Source: an optimization exercise on an open RTL-to-GDS flow (aim: small area, a short achievable clock period and few clock cycles). Production flows keep margins and buffers that such runs may drop. In this exercise RTL edits were held to simulation tests only and were not proved equivalent to the original.

==> inputs of job 4336 <==
// hce
module hce (
    input  wire        clk,
    input  wire        rst,
    input  wire        bus_wr,
    input  wire        bus_rd,
    input  wire [7:0]  bus_addr,
    input  wire [31:0] bus_wdata,
    output reg  [31:0] bus_rdata,
    output wire        bus_err,
    output wire        out_valid,
    input  wire        out_ready,
    output wire [15:0] out_data,
    output wire        out_last,
    output wire        irq
);
==> flow/config.mk <==
export PLATFORM = sky130hd
export DESIGN_NAME = hce
export DESIGN_NICKNAME = hce
export VERILOG_FILES = /design/flow/design.v
export SDC_FILE = /design/flow/constraint.sdc
export NUM_CORES = 4
export LEC_CHECK = 0
export ABC_AREA = 1
export CAP_MARGIN = 20
export CORE_MARGIN = 2
export CORE_UTILIZATION = 55
export PLACE_DENSITY = 0.7
export SLEW_MARGIN = 20
export SYNTH_MEMORY_MAX_BITS = 16384
==> flow/constraint.sdc <==
create_clock -name core_clock -period 20.0 [get_ports {clk}]
set_input_delay 4.0000 -clock core_clock [delete_from_list [all_inputs] [get_ports {clk}]]
set_output_delay 4.0000 -clock core_clock [all_outputs]
set_load 0.01 [all_outputs]
standard.sh (not shown) runs the stock make flow with config.mk's settings and CLKGATE_MAP_FILE= SYNTH_SCRIPT=/design/flow/synth_recipe.tcl, a recipe that flattens the netlist after the stock synthesis.
==> flow/flow/run.sh <==
#!/bin/bash
set -euo pipefail
bash standard.sh SETUP_SLACK_MARGIN=10 finish > flow_make.log 2>&1
==> job 1508: changes against job 4336 <==
--- a/flow/design.v
+++ b/flow/design.v
@@ -786,21 +786,29 @@
     endfunction
     assign bus_err = (bus_wr || bus_rd) && ((bus_addr[1:0] != 2'b00) || (bus_addr > 8'h54));
     wire   wr_ok   = bus_wr && !bus_err;
     wire        waddr_wr = wr_ok && (bus_addr[6:2] == 5'h11);
     wire [31:0] wa_src   = bus_wr ? bus_wdata : waddr;
-    wire [1:0]  wa_cls   = (wa_src[5] == 1'b0) ? 2'd0 : (wa_src[3] == 1'b0 ? 2'd1 : 2'd2);
+    reg         wd_stale;
+    wire        sin_wd   = bus_wr || wd_stale;
+    reg  [1:0]  i0_cls;
+    reg  [4:0]  i0_i;
+    wire [1:0]  wb_cls   = (bus_wdata[5] == 1'b0) ? 2'd0 : (bus_wdata[3] == 1'b0 ? 2'd1 : 2'd2);
+    wire [4:0]  wb_i     = bus_wdata[5] ? {2'b00, bus_wdata[2:0]} : bus_wdata[4:0];
+    wire [1:0]  wr_cls   = (waddr[5] == 1'b0) ? 2'd0 : (waddr[3] == 1'b0 ? 2'd1 : 2'd2);
+    wire [4:0]  wr_i     = waddr[5] ? {2'b00, waddr[2:0]} : waddr[4:0];
+    wire [1:0]  alt_cls  = wd_stale ? wr_cls : i0_cls;
+    wire [4:0]  alt_i    = wd_stale ? wr_i : i0_i;
     wire [14:0] wa_mag;
     wire        wa_neg;
     wire [3:0]  wa_wk;
-    hce_sinq u_wsin (.cls(wa_cls), .i(wa_src[5] ? {2'b00, wa_src[2:0]} : wa_src[4:0]), .fc4(fc4),
-                     .mag(wa_mag), .neg(wa_neg), .wk(wa_wk));
+    hce_sinq u_sin (.cls(bus_wr ? wb_cls : alt_cls), .i(bus_wr ? wb_i : alt_i), .fc4(fc4),
+                    .mag(wa_mag), .neg(wa_neg), .wk(wa_wk));
     wire [27:0] wa_sel;
     wire [5:0]  wa_inv;
     wire [2:0]  wa_nn;
     hce_wmul_ctl u_wctl (.wk(wa_wk), .neg(wa_neg), .sel(wa_sel), .inv(wa_inv), .nn(wa_nn));
-    reg         wd_stale;
     wire        wd_en    = waddr_wr || (wd_stale && !bus_wr);
     wire        wd_ready = !wd_stale || wd_en;
     reg  [14:0] wd_mag;
     reg  [27:0] wd_sel;
     reg  [5:0]  wd_inv;
@@ -839,25 +847,19 @@
     reg  [7:0]  ic;                
     wire        adv = !t_v || consume;
     wire [1:0]  n_cls = (ic < 8'd32) ? 2'd0 : (code_l[ic[7:3] - 5'd4] ? 2'd2 : 2'd1);
     wire [4:0]  n_i   = (ic < 8'd32) ? ic[4:0] : {2'b00, ic[2:0]};
     reg         i0_v, s1_v, s2_v, s3_v, s4_v, d1_v, d2_v, d3_v, d4_v;
-    reg  [1:0]  i0_cls;
-    reg  [4:0]  i0_i;
     reg  [1:0]  i0_kc, s1_kc, s2_kc, s3_kc, s4_kc, d1_kc, d2_kc, d3_kc, d4_kc;
     reg         s1_neg, s2_neg, s3_neg, s4_neg, d1_neg, d2_neg, d3_neg, d4_neg;
     reg  [14:0] s1_mag;
     reg  [3:0]  s1_wk, s2_wk;
     reg  [30:0] s2_x;
     reg  [46:0] s3_y;
     reg  [31:0] s4_z;
     reg  [16:0] d1_r, d2_r, d3_r, d4_r;
     reg  [14:0] d1_z, d2_z, d3_z, d4_z;
-    wire [14:0] i_mag;
-    wire        i_neg;
-    wire [3:0]  i_wk;
-    hce_sinq u_ssin (.cls(i0_cls), .i(i0_i), .fc4(fc4), .mag(i_mag), .neg(i_neg), .wk(i_wk));
     wire [46:0] s2_y;
     hce_ymul u_ymul (.x(s2_x), .wk(s2_wk), .y(s2_y));
     wire [47:0] y    = {s3_y, 1'b0};
     wire [32:0] zs   = {1'b0, y[47:16]} + {17'd0, y[15:0]};
     wire [17:0] zt   = {1'b0, zs[32:16]} + {2'b00, zs[15:0]};
@@ -870,17 +872,19 @@
     hce_div #(.NS(3)) u_d2 (.d(k2(d1_kc)), .r_in(d1_r), .z_in(d1_z), .r_out(dv2_r), .z_out(dv2_z));
     hce_div #(.NS(3)) u_d3 (.d(k2(d2_kc)), .r_in(d2_r), .z_in(d2_z), .r_out(dv3_r), .z_out(dv3_z));
     hce_div #(.NS(3)) u_d4 (.d(k2(d3_kc)), .r_in(d3_r), .z_in(d3_z), .r_out(dv4_r), .z_out(dv4_z));
     hce_div #(.NS(3)) u_d5 (.d(k2(d4_kc)), .r_in(d4_r), .z_in(d4_z), .r_out(dv5_r), .z_out(dv5_z));
     always @(posedge clk) begin
-        if (adv) begin
+        if (adv && !sin_wd) begin
             i0_cls <= n_cls;
             i0_i   <= n_i;
             i0_kc  <= kcode(n_cls, fc4[2:0]);
-            s1_mag <= i_mag;
-            s1_neg <= i_neg;
-            s1_wk  <= i_wk;
+        end
+        if (adv) begin
+            s1_mag <= wa_mag;
+            s1_neg <= wa_neg;
+            s1_wk  <= wa_wk;
             s1_kc  <= i0_kc;
             s2_x   <= volume[15:0] * s1_mag;
             s2_neg <= s1_neg;
             s2_wk  <= s1_wk;
             s2_kc  <= s1_kc;
@@ -908,11 +912,15 @@
             d4_kc  <= d3_kc;
             t_q    <= dv5_z;
             t_neg  <= d4_neg;
         end
     end
-    reg         b_nrep;            
+    reg  [1:0]  b_mode;            
+    reg         g_ok;              
+    reg         nrep_req;          
+    reg  [1:0]  bm;                
+    reg         gok_n, nreq_n;
     reg         b_up;
     reg  [32:0] b_a;
     reg  [32:0] b_d;
     reg  [4:0]  b_k;
     reg  [1:0]  b_op;              
@@ -974,10 +982,14 @@
             nrep       <= 19'd0;
             nsamp      <= 32'd0;
             pos        <= 32'd0;
             run        <= 1'b0;
             wd_stale   <= 1'b1;
+            b_mode     <= 2'd0;
+            g_ok       <= 1'b1;
+            nrep_req   <= 1'b0;
+            gap        <= 27'd8;               
             t_v        <= 1'b0;
             i0_v       <= 1'b0;
             s1_v       <= 1'b0;
             s2_v       <= 1'b0;
             s3_v       <= 1'b0;
@@ -989,57 +1001,47 @@
         end else begin
             st = state;
             clr_res = 1'b0;
             if (wd_en) wd_stale <= 1'b0;
             if (adv) begin
-                i0_v <= run;
-                s1_v <= i0_v;
+                if (!sin_wd) i0_v <= run;
+                s1_v <= i0_v && !sin_wd;
                 s2_v <= s1_v;
                 s3_v <= s2_v;
                 s4_v <= s3_v;
                 d1_v <= s4_v;
                 d2_v <= d1_v;
                 d3_v <= d2_v;
                 d4_v <= d3_v;
                 t_v  <= d4_v;
-                if (run) ic <= (ic == 8'd247) ? 8'd0 : ic + 8'd1;
+                if (run && !sin_wd) ic <= (ic == 8'd247) ? 8'd0 : ic + 8'd1;
             end
-            case (state)
-            S_BUSY: begin
-                if (b_op == 2'd1) begin
-                    code_valid <= 1'b1;
-                    st = S_DONE;
-                end else if (b_op == 2'd2) begin
-                    if (wd_ready) begin
-                        wave_valid <= 1'b1;
-                        st = S_DONE;
-                    end
-                end else if (b_nrep && !b_up && b_k == 5'd0 && !wd_ready) begin
-                end else if (b_up) begin
+            bm     = b_mode;
+            gok_n  = g_ok;
+            nreq_n = nrep_req;
+            if (b_mode != 2'd0 && !(b_mode == 2'd2 && !b_up && b_k == 5'd0 && !wd_ready)) begin
+                if (b_up) begin
                     if (b_fit) begin
                         b_d <= {b_d[31:0], 1'b0};
                         b_k <= b_k + 5'd1;
                     end else begin
                         b_up <= 1'b0;
                     end
                 end else begin
                     if (b_fit) b_a <= b_t[32:0];
                     b_d <= {1'b0, b_d[32:1]};
                     b_k <= b_k - 5'd1;
-                    if (!b_nrep) begin
+                    if (b_mode == 2'd1) begin
                         gap <= {gap[25:0], b_fit};
                     end else begin
                         nrep  <= {nrep[17:0], b_fit};
                         nsamp <= {nsamp[30:0], 1'b0} + ((b_fit && b_k < 5'd18) ? per : 32'd0);
                     end
                     if (b_k == 5'd0) begin
-                        if (!b_nrep) begin
-                            b_nrep <= 1'b1;
-                            b_up   <= 1'b1;
-                            b_a    <= {1'b0, duration};
-                            b_d    <= {1'b0, interval} + 33'd16000;
-                            b_k    <= 5'd0;
+                        bm = 2'd0;
+                        if (b_mode == 2'd1) begin
+                            gok_n = 1'b1;
                         end else if (nrep[17:0] == 18'd0 && !b_fit) begin
                             err_2x <= 1'b1;
                             err_lo <= 2'd3;
                             errcmd <= lastcmd;
                             run    <= 1'b0;
@@ -1053,10 +1055,30 @@
                             st = S_STREAM;
                         end
                     end
                 end
             end
+            if (bm == 2'd0 && gok_n && nreq_n) begin
+                bm     = 2'd2;
+                nreq_n = 1'b0;
+                b_up   <= 1'b1;
+                b_a    <= {1'b0, duration};
+                b_d    <= {1'b0, interval} + 33'd16000;
+                b_k    <= 5'd0;
+            end
+            case (state)
+            S_BUSY: begin
+                if (b_op == 2'd1) begin
+                    code_valid <= 1'b1;
+                    st = S_DONE;
+                end else if (b_op == 2'd2) begin
+                    if (wd_ready) begin
+                        wave_valid <= 1'b1;
+                        st = S_DONE;
+                    end
+                end
+            end
             S_STREAM: begin
                 if (emit) begin
                     pos <= pos_inc;
                     if (in_gap) begin
                         if (gcnt == 27'd1) begin
@@ -1106,17 +1128,20 @@
                                 err_lo <= 2'd1;
                                 errcmd <= op[1:0];
                                 st = S_ERROR;
                             end else begin
                                 b_op   <= op[1:0];
-                                b_nrep <= 1'b0;
-                                b_up   <= 1'b1;
-                                b_a    <= {interval, 1'b0};
-                                b_d    <= 33'd125;
-                                b_k    <= 5'd0;
-                                gap    <= 27'd0;
                                 if (op == OP_START) begin
+                                    if (bm == 2'd0 && gok_n) begin
+                                        bm   = 2'd2;
+                                        b_up <= 1'b1;
+                                        b_a  <= {1'b0, duration};
+                                        b_d  <= {1'b0, interval} + 33'd16000;
+                                        b_k  <= 5'd0;
+                                    end else begin
+                                        nreq_n = 1'b1;
+                                    end
                                     run  <= 1'b1;
                                     ic   <= 8'd0;
                                     t_v  <= 1'b0;
                                     i0_v <= 1'b0;
                                     s1_v <= 1'b0;
@@ -1136,10 +1161,12 @@
                     end else if (op == OP_ABORT) begin
                         if (st == S_BUSY || st == S_STREAM) begin
                             aborted <= 1'b1;
                             clr_res = 1'b1;
                             run     <= 1'b0;
+                            nreq_n  = 1'b0;
+                            if (bm == 2'd2) bm = 2'd0;
                             st = S_IDLE;
                         end
                     end else if (op == OP_CLEAR) begin
                         if (st == S_BUSY || st == S_STREAM) begin
                             rej <= 1'b1;
@@ -1162,11 +1189,20 @@
                     end else begin
                         case (bus_addr[6:2])
                         5'h04: mode     <= bus_wdata;
                         5'h05: msg      <= bus_wdata[19:0];
                         5'h06: fc       <= bus_wdata;
-                        5'h07: interval <= bus_wdata;
+                        5'h07: begin
+                            interval <= bus_wdata;
+                            bm    = 2'd1;
+                            gok_n = 1'b0;
+                            b_up  <= 1'b1;
+                            b_a   <= {bus_wdata, 1'b0};
+                            b_d   <= 33'd125;
+                            b_k   <= 5'd0;
+                            gap   <= 27'd0;
+                        end
                         5'h08: duration <= bus_wdata;
                         default: volume <= bus_wdata;
                         endcase
                     end
                 end
@@ -1178,9 +1214,12 @@
                 wave_valid <= 1'b0;
                 nrep       <= 19'd0;
                 nsamp      <= 32'd0;
                 pos        <= 32'd0;
             end
-            state <= st;
+            b_mode   <= bm;
+            g_ok     <= gok_n;
+            nrep_req <= nreq_n;
+            state    <= st;
         end
     end
 endmodule
==> flow/flow/run.sh (replaced) <==
#!/bin/bash
set -euo pipefail
bash standard.sh SETUP_SLACK_MARGIN=10.5 finish > flow_make.log 2>&1
==> qor summary <==
Source of the worst hold timing path: job 1508 d1_z[9]$_DFFE_PN_; job 4336 d2_z[10]$_DFFE_PN_
Outcome: job 1508 finished clean; job 4336 finished clean
Die extent in x: job 1508 398 um; job 4336 400 um
Latest clock arrival within the worst-skew pair: job 1508 0.75 ns; job 4336 0.74 ns
# rows: job 1508 144; job 4336 145
Clk cell area share: job 1508 0.0348; job 4336 0.0356
Vias per cell: job 1508 6.04; job 4336 6.07
Num Clock Sinks: job 1508 833; job 4336 834
Fin util: job 1508 0.617; job 4336 0.613
Fraction of standard cell area in multi-input logic: job 1508 0.598; job 4336 0.604
Routed wire length: job 1508 314,000 um; job 4336 315,000 um
Length of routed met2 wiring: job 1508 135,000 um; job 4336 136,000 um
Number of ordinary inverters in the final layout: job 1508 1,889; job 4336 1,832
Fin crit share: job 1508 0.531; job 4336 0.516
Largest net degree at the start of global routing: job 1508 183; job 4336 153
Clock buffer cells: job 1508 137; job 4336 121
Area added between synthesis and finish: job 1508 11.3%; job 4336 10.7%
Area of combinational cells with multiple inputs: job 1508 56,900 um2; job 4336 57,800 um2
Vias post-DR: job 1508 83,400; job 4336 84,800
Startpoint class of the critical path: job 1508 flop; job 4336 input pin
End of the worst register-to-register path: job 1508 d1_r[7]$_DFFE_PN_; job 4336 d4_r[16]$_DFFE_PN_
Testbench counts of job 4336, summed over its fixed seeds: cycles 12,189.
Testbench counts of job 1508, summed over its fixed seeds: cycles 12,067.

re-timing with driven ports:
The flow's constraints put no driver on any port. The routed layouts listed below were extracted and timed again, unchanged, in two steps.
Step 1 sets driving cells, clkbuf_16 on the clock port and buf_2 on the other inputs (assumed; they add their load-dependent delay and slew).
Step 2, shift: input delay + t, output delay - t, t = (earliest + latest rising clock arrival at the registers) / 2. This alone moves slack from input paths to output paths.
Three values: ideal, step 1, step 2; two values: the first two.
| run | t (ns) | slack for setup (ns) | worst setup path after step 2 | cell pins on the clock port's net |
|---|---|---|---|---|
| job 4336 | 0.792 | 9.673 / 9.620 / 9.620 | input to output | 1 |
| job 1508 | 0.792 | 9.384 / 9.307 / 9.438 | input to output | 1 |
After both steps every run listed still meets setup and hold. For job 4336, which loses most, drivers alone change the setup slack by -0.053 ns; drivers and shift together by -0.053 ns.
